What follows belongs to an exercise in optimizing a design on an open flow for small area, a short achievable clock period and few clock cycles per item; a production flow would make more cautious choices. RTL that was checked went through simulation tests only; none was proved equivalent to the original. Power and IR drop assume default switching activity.

Setup of 08-06:
// tcmp_codec
module tcmp_codec (
    input  wire        clk,
    input  wire        rst,
    input  wire        rx_valid,
    input  wire [7:0]  rx_byte,
    output wire        rx_ready,
    output wire        ud_valid,
    output wire [7:0]  ud_byte,
    output wire        ev_valid,
    output wire [1:0]  ev_kind,
    output wire [15:0] ev_family,
    output wire [7:0]  ev_code,
    output wire [15:0] ev_paylen,
    input  wire        msg_valid,
    output wire        msg_ready,
    input  wire [15:0] msg_family,
    input  wire [7:0]  msg_code,
    input  wire [15:0] msg_paylen,
    input  wire        pl_valid,
    output wire        pl_ready,
    input  wire [7:0]  pl_byte,
    output wire        tx_valid,
    input  wire        tx_ready,
    output wire [7:0]  tx_byte
);
    tcmp_rx u_rx (
        .clk(clk), .rst(rst),
        .in_valid(rx_valid), .in_byte(rx_byte), .in_ready(rx_ready),
        .ud_valid(ud_valid), .ud_byte(ud_byte),
        .ev_valid(ev_valid), .ev_kind(ev_kind), .ev_family(ev_family),
        .ev_code(ev_code), .ev_paylen(ev_paylen)
    );
    tcmp_tx u_tx (
        .clk(clk), .rst(rst),
        .msg_valid(msg_valid), .msg_ready(msg_ready),
        .msg_family(msg_family), .msg_code(msg_code), .msg_paylen(msg_paylen),
        .pl_valid(pl_valid), .pl_ready(pl_ready), .pl_byte(pl_byte),
        .out_valid(tx_valid), .out_ready(tx_ready), .out_byte(tx_byte)
    );
endmodule
Size in the first run: about 930 cells after synthesis, about 180 flip-flops, ~9500 sq um of cells after synthesis.
==> flow/config.mk <==
export PLATFORM = sky130hd
export DESIGN_NAME = tcmp_codec
export DESIGN_NICKNAME = tcmp_codec
export VERILOG_FILES = /design/flow/design.v
export SDC_FILE = /design/flow/constraint.sdc
export NUM_CORES = 4
export LEC_CHECK = 0
export CAP_MARGIN = 20
export CORE_MARGIN = 2
export CORE_UTILIZATION = 70
export CTS_BUF_LIST = sky130_fd_sc_hd__clkbuf_4 sky130_fd_sc_hd__clkbuf_8
export PLACE_DENSITY = 0.85
export SETUP_SLACK_MARGIN = 1.85
export SLEW_MARGIN = 20
==> flow/constraint.sdc <==
create_clock -name core_clock -period 4.5 [get_ports {clk}]
set_input_delay 0.9000 -clock core_clock [delete_from_list [all_inputs] [get_ports {clk}]]
set_output_delay 0.9000 -clock core_clock [all_outputs]
set_load 0.01 [all_outputs]
standard.sh (not shown) runs the stock make flow with config.mk's settings and CLKGATE_MAP_FILE= SYNTH_SCRIPT=/design/flow/synth_recipe.tcl, a recipe that flattens the netlist after the stock synthesis.
==> flow/flow/run.sh <==
#!/bin/bash
# Standard layout, with plain buffers (not delay cells) on the ports.
export BUFFER_PORTS_ARGS="-buffer_cell sky130_fd_sc_hd__buf_1"
bash standard.sh > standard.log 2>&1
Testbench counts of 08-06, summed over its fixed seeds: cycles 50,961, items 50,921.
Edits applied to the flow inputs when going from 08-06 to 07-08:
Settings: a change of SETUP_SLACK_MARGIN from 1.85 to 2.5.
==> flow/flow/run.sh <==
#!/bin/bash
# Standard layout, with plain buffers (not delay cells) on the ports.
export BUFFER_PORTS_ARGS="-buffer_cell sky130_fd_sc_hd__buf_2"
bash standard.sh > standard.log 2>&1
Results
What ended 07-08 was a tool error in 5_1_grt; the run never finished. Comparing 07-08 and 08-06, the higher final estimated routing congestion in global placement was measured on 07-08. Re number of buffers inserted to repair setup after CTS: 08-06 was lower than 07-08. Number of cells upsized or downsized after cts for 07-08 is higher than for 08-06. The xor/xnor share of the synthesized area was comparable across 07-08 and 08-06. Re number of cells after detailed placement: no difference whatsoever between 07-08 and 08-06. 08-06 -> 07-08: post-synthesis compound-gate area fraction delta 0, exact match.


Starting RTL as in the previous note.
export LEC_CHECK = 0
export CAP_MARGIN = 20
export CORE_MARGIN = 2
export CORE_UTILIZATION = 70
export CTS_BUF_LIST = sky130_fd_sc_hd__clkbuf_4 sky130_fd_sc_hd__clkbuf_8
export GPL_TIMING_DRIVEN = 1
export PLACE_DENSITY = 0.85
export SETUP_SLACK_MARGIN = 2.1
export SLEW_MARGIN = 20
create_clock -name core_clock -period 4.5 [get_ports {clk}]
==> flow/flow/run.sh <==
#!/bin/bash
# Standard layout, with plain buffers (not delay cells) on the ports.
export BUFFER_PORTS_ARGS="-buffer_cell sky130_fd_sc_hd__buf_1"
bash standard.sh > standard.log 2>&1
Testbench counts at the start, summed over its fixed seeds: cycles 50,961, items 50,921.
Rerun with:
==> flow/flow/run.sh (replaced) <==
#!/bin/bash
# Standard layout, with plain buffers (not delay cells) on the ports, and
# adders left to abc as plain logic instead of ripple full-adder cells.
export BUFFER_PORTS_ARGS="-buffer_cell sky130_fd_sc_hd__buf_2"
export ADDER_MAP_FILE=
bash standard.sh > standard.log 2>&1
Settings changed: GPL_TIMING_DRIVEN 1 to default, SETUP_SLACK_MARGIN 2.1 to 2.2.
Outcome:
- The changed run completed without violations
- total power came out higher by 4.9%
- cell area climbs by 7.3%
- combinational power goes up by 40%
Rerun with:
==> flow/flow/run.sh (replaced) <==
#!/bin/bash
# Standard layout, with plain buffers (not delay cells) on the ports.
export BUFFER_PORTS_ARGS="-buffer_cell sky130_fd_sc_hd__buf_1"
bash standard.sh > standard.log 2>&1
Settings changed: SETUP_SLACK_MARGIN 2.2 to 2.0.
After rerunning: The new run produced a clean layout; synthesized area went up by about 1%; clock skew barely changes; wire length drops by about 26%; count of clock-buffer cells in the layout is higher by 2; final cell count came out lower by about 6%; worst setup slack improved by 0.097 ns; sequential cell count is unchanged; global-route usage decreases by 4.4 points; via count goes down by 17%.
Rerun with:
Settings changed: SETUP_SLACK_MARGIN 2.0 to 2.15.
After rerunning:
- total power rises by 1.6%
- die area is unchanged
- clock power is about the same


Another version of the RTL of tcmp_codec (not shown whole).
For scale: roughly 930 cells after synthesis, roughly 130 I/O pins.
export LEC_CHECK = 0
export CAP_MARGIN = 20
export CORE_MARGIN = 2
export CORE_UTILIZATION = 70
export CTS_BUF_LIST = sky130_fd_sc_hd__clkbuf_4 sky130_fd_sc_hd__clkbuf_8
export PLACE_DENSITY = 0.85
export SETUP_SLACK_MARGIN = 2.0
export SLEW_MARGIN = 20
create_clock -name core_clock -period 4.5 [get_ports {clk}]
==> flow/flow/run.sh <==
#!/bin/bash
# Standard layout, with plain buffers (not delay cells) on the ports.
export BUFFER_PORTS_ARGS="-buffer_cell sky130_fd_sc_hd__buf_1"
bash standard.sh > standard.log 2>&1
Change:
Settings changed: CORE_UTILIZATION 70 to 65, PLACE_DENSITY 0.85 to 0.8, SETUP_SLACK_MARGIN 2.0 to 2.1.
The changed run produced a clean layout.
Global-route usage falls by 3.8 points.
Wire length falls by 4.3%.
Core utilization falls by 5.7 points.
Area after synthesis does not change.
Setup slack gets worse by 0.020 ns.
No functional check of the RTL was part of any run of this note.


tcmp_codec, a different RTL version from the one above (not shown whole).
Size in the first run: ~910 cells after synthesis, about 130 I/O pins, about 0.0090 mm^2 of cells after synthesis.
==> flow/design.v (excerpt) <==
module tcmp_codec (
    input  wire        clk,
    input  wire        rst,
    input  wire        rx_valid,
    input  wire [7:0]  rx_byte,
    output wire        rx_ready,
    output wire        ud_valid,
    output wire [7:0]  ud_byte,
    output wire        ev_valid,
    output wire [1:0]  ev_kind,
    output wire [15:0] ev_family,
    output wire [7:0]  ev_code,
    output wire [15:0] ev_paylen,
    input  wire        msg_valid,
    output wire        msg_ready,
    input  wire [15:0] msg_family,
    input  wire [7:0]  msg_code,
    input  wire [15:0] msg_paylen,
    input  wire        pl_valid,
    output wire        pl_ready,
    input  wire [7:0]  pl_byte,
    output wire        tx_valid,
    input  wire        tx_ready,
    output wire [7:0]  tx_byte
);
make LEC_CHECK=0 CAP_MARGIN=20 CORE_MARGIN=2 CORE_UTILIZATION=60 PLACE_DENSITY=0.75 SETUP_SLACK_MARGIN=2.0 SLEW_MARGIN=20 finish   # period 4.5 ns
run.sh (not shown) runs the stock make flow with config.mk's settings and CLKGATE_MAP_FILE= SYNTH_SCRIPT=/design/flow/synth_recipe.tcl, a recipe that flattens the netlist after the stock synthesis.
Stock flow here: none of the scripts above is used.
The starting point completed with no timing, DRC or antenna violations.
Change:
- SETUP_SLACK_MARGIN: 2.0 -> unset
=> Hold slack gets worse by 0.0032 ns; via count decreases by 12%; final cell count fell by 7.9%; critical path depth is unchanged; core utilization drops by 11 points; global-route usage goes down by 2.1 points; design area shrinks by 13%; sequential share of layout area goes up by 4.5 points; wire length drops by 20%; setup slack gets worse by 0.81 ns.
No functional check of the RTL was part of any run of this note.


tcmp_codec, a different RTL version from the one above (not shown whole).
Size in the first run: about 940 cells after synthesis, ~180 flip-flops, ~130 I/O pins, roughly 0.0096 mm2 of cells after synthesis.
Settings: LEC_CHECK=0, CAP_MARGIN=20, CORE_MARGIN=2, CORE_UTILIZATION=60, PLACE_DENSITY=0.75, SETUP_SLACK_MARGIN=2.1, SLEW_MARGIN=20; clock period 4.5 ns.
standard.sh (not shown) runs the stock make flow with config.mk's settings and CLKGATE_MAP_FILE= SYNTH_SCRIPT=/design/flow/synth_recipe.tcl, a recipe that flattens the netlist after the stock synthesis.
==> flow/flow/run.sh <==
#!/bin/bash
# Standard layout, with plain buffers (not delay cells) on the ports.
export BUFFER_PORTS_ARGS="-buffer_cell sky130_fd_sc_hd__buf_2"
bash standard.sh > standard.log 2>&1
Edit:
- SETUP_SLACK_MARGIN: 2.1 -> 1.8
Effect:
- sequential share of layout area rose by 0.79 points
- die area is unchanged
- synthesized cell count is unchanged
- worst setup slack gets worse by 0.19 ns
- core utilization is lower by 1.5 points
- synthesized area is unchanged
- power fell slightly
- register-to-register slack got worse by 0.19 ns
- final area is lower by a few percent
No run of this note included a check of the RTL's function; only the layout flow was run.


== P ==
tcmp_codec with an RTL version that a note above also has.
Size: roughly 930 cells after synthesis, about 9500 um^2 of cells after synthesis.
## tcmp_codec
module tcmp_codec (
    input  wire        clk,
    input  wire        rst,
    input  wire        rx_valid,
    input  wire [7:0]  rx_byte,
    output wire        rx_ready,
    output wire        ud_valid,
    output wire [7:0]  ud_byte,
    output wire        ev_valid,
    output wire [1:0]  ev_kind,
    output wire [15:0] ev_family,
    output wire [7:0]  ev_code,
    output wire [15:0] ev_paylen,
    input  wire        msg_valid,
    output wire        msg_ready,
    input  wire [15:0] msg_family,
    input  wire [7:0]  msg_code,
    input  wire [15:0] msg_paylen,
    input  wire        pl_valid,
    output wire        pl_ready,
    input  wire [7:0]  pl_byte,
    output wire        tx_valid,
    input  wire        tx_ready,
    output wire [7:0]  tx_byte
);
export LEC_CHECK = 0
export CAP_MARGIN = 20
export CORE_MARGIN = 2
export CORE_UTILIZATION = 70
export CTS_BUF_LIST = sky130_fd_sc_hd__clkbuf_4 sky130_fd_sc_hd__clkbuf_8
export PLACE_DENSITY = 0.85
export SETUP_SLACK_MARGIN = 2.0
export SLEW_MARGIN = 20
create_clock -name core_clock -period 4.5 [get_ports {clk}]
Scripts as last shown in full above: flow/flow/run.sh
P: no failed stages, no open violations at the end
Testbench counts of P, summed over its fixed seeds: cycles 50,961, items 50,921.
#### Input delta (Q over P)
- a change of SETUP_SLACK_MARGIN from 2.0 to 2.2
Notes after the runs:
- Power went up slightly going from P to Q.
- Compared with P, Q shows a lower required time reported for the critical path endpoint.
- Number of stages on the worst hold path, P and Q, lower one = P.
- Number of setup buffers added after CTS: Q higher than P
- Q vs. P: ratio of final minimum period to clock period fell 0.58 points; final setup slack of the worst path rose 0.026 ns.
> inputs changed (Q -> R)
- a change of SETUP_SLACK_MARGIN from 2.2 to 2.1
- a change of PLACE_DENSITY from 0.85 to 0.8
- a change of CORE_UTILIZATION from 70 to 65
==> flow/flow/run.sh <==
#!/bin/bash
# Standard layout, with plain buffers (not delay cells) on the ports.
export BUFFER_PORTS_ARGS="-buffer_cell sky130_fd_sc_hd__buf_1"
bash standard.sh > standard.log 2>&1
==> notes.md <==
Relative to Q, buffering overhead has decreased by 2.6 points in R.
Q vs R, worst setup path startpoint: u_tx.remain[1] vs u_tx.remain[9]
Going from Q to R, final area shrinks by 3.1%.
Delta (R minus Q): total die area increased by about 7% relative to the old numbers, routed wire length went down about 8%, transition at the pin with the smallest max-transition slack went down, maximum VDD drop lower, detailed-route vias per instance fell about 3.6%.

==> afterwards: timing with drivers on the ports <==
In the flow no input, the clock included, has a driving cell. The finished layouts below were timed again as built, in two steps.
Step 1: set_driving_cell puts a clkbuf_16 on clk and a buf_2 on each other input, an assumption about the parent block.
Step 2, shift: input delay + t, output delay - t, t = (earliest + latest rising clock arrival at the registers) / 2. This alone moves slack from input paths to output paths.
Three values: no drivers, after step 1, after step 2; two values: the first two.
run | t, ns | slack for setup (ns) | hold WS [ns] | worst register clock-pin slew, ns | cell pins on the clock port's net
08-06 | 0.500 | 1.823 / 1.823 / 1.631 | 0.498 / 0.498 / 0.498 | 0.10 / 0.10 | 1
the first run of note 2 | 0.495 | 2.077 / 2.077 / 1.806 | 0.513 / 0.513 / 0.513 | 0.10 / 0.10 | 1
the second run of note 2 | 0.526 | 1.943 / 1.943 / 1.661 | 0.518 / 0.504 / 0.518 | 0.11 / 0.11 | 1
the third run of note 2 | 0.517 | 2.040 / 2.040 / 1.724 | 0.502 / 0.502 / 0.502 | 0.10 / 0.10 | 1
the fourth run of note 2 | 0.499 | 2.091 / 2.091 / 1.809 | 0.495 / 0.495 / 0.495 | 0.10 / 0.10 | 1
the first run of note 3 | 0.518 | 2.068 / 2.068 / 1.713 | 0.497 / 0.497 / 0.497 | 0.11 / 0.11 | 1
the second run of note 3 | 0.500 | 2.048 / 2.048 / 1.700 | 0.504 / 0.504 / 0.504 | 0.10 / 0.10 | 1
the first run of note 4 | 0.470 | 1.688 / 1.688 / 1.325 | 0.489 / 0.489 / 0.489 | 0.07 / 0.07 | 1
the second run of note 4 | 0.471 | 0.880 / 0.880 / 0.544 | 0.486 / 0.486 / 0.486 | 0.07 / 0.07 | 1
the first run of note 5 | 0.473 | 2.042 / 2.042 / 1.719 | 0.511 / 0.511 / 0.511 | 0.08 / 0.08 | 1
the second run of note 5 | 0.470 | 1.849 / 1.849 / 1.632 | 0.515 / 0.515 / 0.515 | 0.07 / 0.07 | 1
P | 0.523 | 2.029 / 2.029 / 1.750 | 0.511 / 0.499 / 0.511 | 0.11 / 0.11 | 1
Q | 0.510 | 2.055 / 2.055 / 1.768 | 0.497 / 0.497 / 0.497 | 0.10 / 0.10 | 1
R | 0.509 | 2.126 / 2.126 / 1.708 | 0.500 / 0.500 / 0.500 | 0.10 / 0.10 | 1
After both steps setup and hold are still met in every run listed. For R, which loses most, drivers alone change the setup slack by 0.000 ns; drivers and shift together by -0.418 ns.
